From an optimization exercise on the open Yosys and OpenROAD flow, aimed at small area; shortcuts taken in it are not production practice. In this exercise RTL edits were held to simulation tests only and were not proved equivalent to the original. The flow treats the clock pin as an ideal source, which a real chip does not have. Power is estimated from default activity; no workload was simulated.

==> v13: inputs <==
==> flow/design.v (excerpt) <==
module xbt_dma (
    input  wire        clk,
    input  wire        rst,
    input  wire        reg_we,
    input  wire [1:0]  reg_addr,
    input  wire [7:0]  reg_wdata,
    output reg  [7:0]  reg_rdata,
    output wire        busy,
    output wire        fatal,
    output wire        bus_req,
    output wire        bus_we,
    output wire        bus_io,
    output wire [19:0] bus_addr,
    output wire [7:0]  bus_wdata,
    input  wire        bus_gnt,
    input  wire        bus_rvalid,
    input  wire [7:0]  bus_rdata
);
clock: 5.0 ns
lec_check: 0
cap_margin: 20
core_margin: 2
core_utilization: 70
slew_margin: 20
standard.sh (not shown) runs the stock make flow with config.mk's settings and CLKGATE_MAP_FILE= SYNTH_SCRIPT=/design/flow/synth_recipe.tcl, a recipe that flattens the netlist after the stock synthesis.
==> flow/flow/run.sh <==
#!/bin/bash
# The standard layout (standard.sh), with these changes:
#  - synthesis maps all the logic with ABC's area-oriented mapper (amap), adders
#    included (no ADDER_MAP_FILE). It runs once for each ABC script flow/abc_*.script
#    (used in place of ORFS's abc_speed.script; they differ in how they restructure
#    the logic before mapping), and the smallest netlist is laid out (see
#    synth_choice.log). Every other synthesis step is ORFS's own, so the registers
#    are the standard synthesis's;
#  - the port buffers are buf_1 cells;
#  - the clock tree is built from clkbuf_8 cells, without dummy loads, and then
#    its leaf buffers become clkbuf_4 where the clock slew stays low
#    (flow/cts_down.tcl, log in cts_down.log).
# make's output goes to flow_make*.log; ORFS keeps each step's log under orfs/logs.
set -euo pipefail
work=$(pwd)

synth_area() {
  grep "Chip area" "$1/reports/sky130hd/xbt_dma/base/synth_stat.txt" | awk '{print $NF}'
}

export ADDER_MAP_FILE=
export BUFFER_PORTS_ARGS="-buffer_cell sky130_fd_sc_hd__buf_1"
export CTS_ARGS="-sink_clustering_enable -repair_clock_nets -dont_use_dummy_load -buf_list sky130_fd_sc_hd__clkbuf_8"

best=""
best_area=""
: > synth_choice.log
for script in "$work"/flow/abc_*.script; do
  name=$(basename "$script" .script)
  rm -rf "$work/scripts_$name" "$work/orfs"
  cp -r "$FLOW_HOME/scripts" "$work/scripts_$name"
  cp "$script" "$work/scripts_$name/abc_speed.script"
  SCRIPTS_DIR="$work/scripts_$name" bash standard.sh synth > "flow_make_synth_$name.log" 2>&1
  area=$(synth_area "$work/orfs")
  echo "synthesis area with $name: $area" >> synth_choice.log
  if [[ -z "$best" ]] || awk -v a="$area" -v b="$best_area" 'BEGIN { exit !(a < b) }'; then
    rm -rf "$work/orfs_best"
    mv "$work/orfs" "$work/orfs_best"
    best=$name
    best_area=$area
  fi
done
rm -rf "$work/orfs"
mv "$work/orfs_best" "$work/orfs"
echo "laid out: $best" >> synth_choice.log
export SCRIPTS_DIR="$work/scripts_$best"

bash standard.sh cts > flow_make_cts.log 2>&1
RESULTS="$work/orfs/results/sky130hd/xbt_dma/base" \
LIB="$FLOW_HOME/platforms/sky130hd/lib/sky130_fd_sc_hd__tt_025C_1v80.lib" \
SETRC="$FLOW_HOME/platforms/sky130hd/setRC.tcl" \
  openroad -no_init -exit "$work/flow/cts_down.tcl" > cts_down.log 2>&1
bash standard.sh finish > flow_make.log 2>&1
==> flow/flow/abc_a.script <==
strash
balance -l
resub -K 6 -l
rewrite -l
resub -K 6 -N 2 -l
refactor -l
resub -K 8 -l
balance -l
resub -K 8 -N 2 -l
rewrite -l
resub -K 10 -l
rewrite -z -l
resub -K 10 -N 2 -l
balance -l
resub -K 12 -l
refactor -z -l
resub -K 12 -N 2 -l
rewrite -z -l
balance -l
balance -l
resub -K 6 -l
rewrite -l
resub -K 6 -N 2 -l
refactor -l
resub -K 8 -l
balance -l
resub -K 8 -N 2 -l
rewrite -l
resub -K 10 -l
rewrite -z -l
resub -K 10 -N 2 -l
balance -l
resub -K 12 -l
refactor -z -l
resub -K 12 -N 2 -l
rewrite -z -l
balance -l
dch -f
amap -m -F 4 -A 8
strash
dch -f
amap -m -F 4 -A 8
topo
==> flow/flow/abc_b.script <==
strash
&get -n
&deepsyn -T 20
&put
dch -f
amap -m -F 4 -A 8
strash
dch -f
amap -m -F 4 -A 8
topo
==> flow/flow/abc_c.script <==
strash
balance -l
resub -K 6 -l
rewrite -l
resub -K 6 -N 2 -l
refactor -l
resub -K 8 -l
balance -l
resub -K 8 -N 2 -l
rewrite -l
resub -K 10 -l
rewrite -z -l
resub -K 10 -N 2 -l
balance -l
resub -K 12 -l
refactor -z -l
resub -K 12 -N 2 -l
rewrite -z -l
balance -l
balance -l
resub -K 6 -l
rewrite -l
resub -K 6 -N 2 -l
refactor -l
resub -K 8 -l
balance -l
resub -K 8 -N 2 -l
rewrite -l
resub -K 10 -l
rewrite -z -l
resub -K 10 -N 2 -l
balance -l
resub -K 12 -l
refactor -z -l
resub -K 12 -N 2 -l
rewrite -z -l
balance -l
&get -n
&deepsyn -T 20
&put
dch -f
amap -m -F 4 -A 8
strash
dch -f
amap -m -F 4 -A 8
topo
Other scripts of this flow, unchanged in this note and not shown: flow/flow/cts_down.tcl
==> v1 (differences from v13) <==
==> flow/flow/abc_d.script (new file) <==
strash
&get -n
&deepsyn -T 20 -S 1
&put
dch -f
amap -m -F 4 -A 8
strash
dch -f
amap -m -F 4 -A 8
topo
==> flow/flow/abc_e.script (new file) <==
strash
&get -n
&deepsyn -T 20 -S 2
&put
dch -f
amap -m -F 4 -A 8
strash
dch -f
amap -m -F 4 -A 8
topo
==> flow/flow/abc_f.script (new file) <==
strash
&get -n
&deepsyn -T 20 -S 3
&put
dch -f
amap -m -F 4 -A 8
strash
dch -f
amap -m -F 4 -A 8
topo
==> v26 (differences from v13) <==
==> flow/flow/run.sh (replaced) <==
#!/bin/bash
# The standard layout (standard.sh), with three changes:
#  - synthesis maps all the logic with ABC's area-oriented mapper (flow/abc_map.script
#    in place of ORFS's abc_speed.script), adders included (no ADDER_MAP_FILE);
#    every other synthesis step is ORFS's own, so the registers are the standard
#    synthesis's;
#  - the port buffers are buf_1 cells;
#  - the clock tree is built from clkbuf_8 cells, without dummy loads, and then
#    its leaf buffers become clkbuf_4 where the clock slew stays low
#    (flow/cts_down.tcl, log in cts_down.log).
# make's output goes to flow_make.log; ORFS keeps each step's log under orfs/logs.
set -euo pipefail
work=$(pwd)
rm -rf "$work/scripts"
cp -r "$FLOW_HOME/scripts" "$work/scripts"
cp "$work/flow/abc_map.script" "$work/scripts/abc_speed.script"
export SCRIPTS_DIR="$work/scripts"
export ADDER_MAP_FILE=
export BUFFER_PORTS_ARGS="-buffer_cell sky130_fd_sc_hd__buf_1"
export CTS_ARGS="-sink_clustering_enable -repair_clock_nets -dont_use_dummy_load -buf_list sky130_fd_sc_hd__clkbuf_8"
bash standard.sh cts > flow_make_cts.log 2>&1
RESULTS="$work/orfs/results/sky130hd/xbt_dma/base" \
LIB="$FLOW_HOME/platforms/sky130hd/lib/sky130_fd_sc_hd__tt_025C_1v80.lib" \
SETRC="$FLOW_HOME/platforms/sky130hd/setRC.tcl" \
  openroad -no_init -exit "$work/flow/cts_down.tcl" > cts_down.log 2>&1
bash standard.sh finish > flow_make.log 2>&1
==> flow/flow/abc_map.script (new file) <==
strash
dch -f
amap -m -F 4 -A 8
strash
dch -f
amap -m -F 4 -A 8
topo
removed: flow/flow/abc_a.script
removed: flow/flow/abc_b.script
removed: flow/flow/abc_c.script
==> run notes <==
Run status:
- The run finished with no timing, DRC or antenna violations.

Timing:
- At the pin with the least slew margin, the transition time is 0.8375 ns.

Cells and area:
- The data-path buffer share of cell area in the final layout is 4.158%.
- Counting the inverters off the clock network in the layout gives 68.

Synth:
- The number of standard cells after synthesis is 571.

Detailed routing:
- The total met3 wirelength after detailed routing is 1335 um.
- Detailed routing placed a total of 7124 um of wire on met2.

Power:
- The power in sequential cells is 1.43 mW.
the above is filed under v26

==> run notes <==
Cells and area:
- The library cell used most frequently in the layout, excluding fill and tap cells, is sky130_fd_sc_hd__dfxtp_1.
- The non-clock inverter instance count of the final layout is 77.
- The data-path buffer share of cell area in the final layout is around 3.7%.

Detailed routing:
- The amount of wire on met2 after detailed routing is 6967 um.
- After detailed routing, the met3 layer carries 1420 um of wire.

Synth:
- Sequential elements use 66.45% of the synthesized area.
- In the synthesized netlist, the number of instances is 568.

Run status:
- The run finished with no timing, DRC or antenna violations.

Power:
- Per report_power, the Sequential row totals ~1.4 mW.
the above is filed under v13

==> run notes <==
Run status:
- The run finished with no timing, DRC or antenna violations.

Synth:
- Synthesis produced 565 cells.
- Summing the areas of all xor and xnor instances in the mapped netlist gives 0% of the synthesized area.

Detailed routing:
- The amount of wire on met2 after detailed routing is 7345 um.
- The total met3 wirelength after detailed routing is 1363 um.

Timing:
- The actual transition at the worst max-transition pin is 1.216 ns.

Power:
- The power in sequential cells is 1.45 mW.
the above is filed under v1

==> afterwards: timing with drivers on the ports <==
In the flow no input, the clock included, has a driving cell. The finished layouts below were timed again as built, in two steps. Step 1: set_driving_cell puts a clkbuf_16 on clk and a buf_2 on each other input, an assumption about the parent block. Step 2 adds t to the input delays and takes it off the output delays; t is the mean of the earliest and latest rising clock arrival at the registers after step 1. Input paths then give back, and output paths get back, about the clock's delay inside the block. Slacks: no drivers / after step 1 / after step 2; pairs: no drivers / after step 1.
run | shift t [ns] | setup slack, ns | worst setup path at the end
v13 | 0.457 | 0.956 / 0.956 / 0.956 | register to register
v1 | 0.440 | 0.349 / 0.349 / 0.349 | register to register
v26 | 0.451 | 0.454 / 0.454 / 0.454 | register to register
After both steps setup and hold are still met in every run listed.
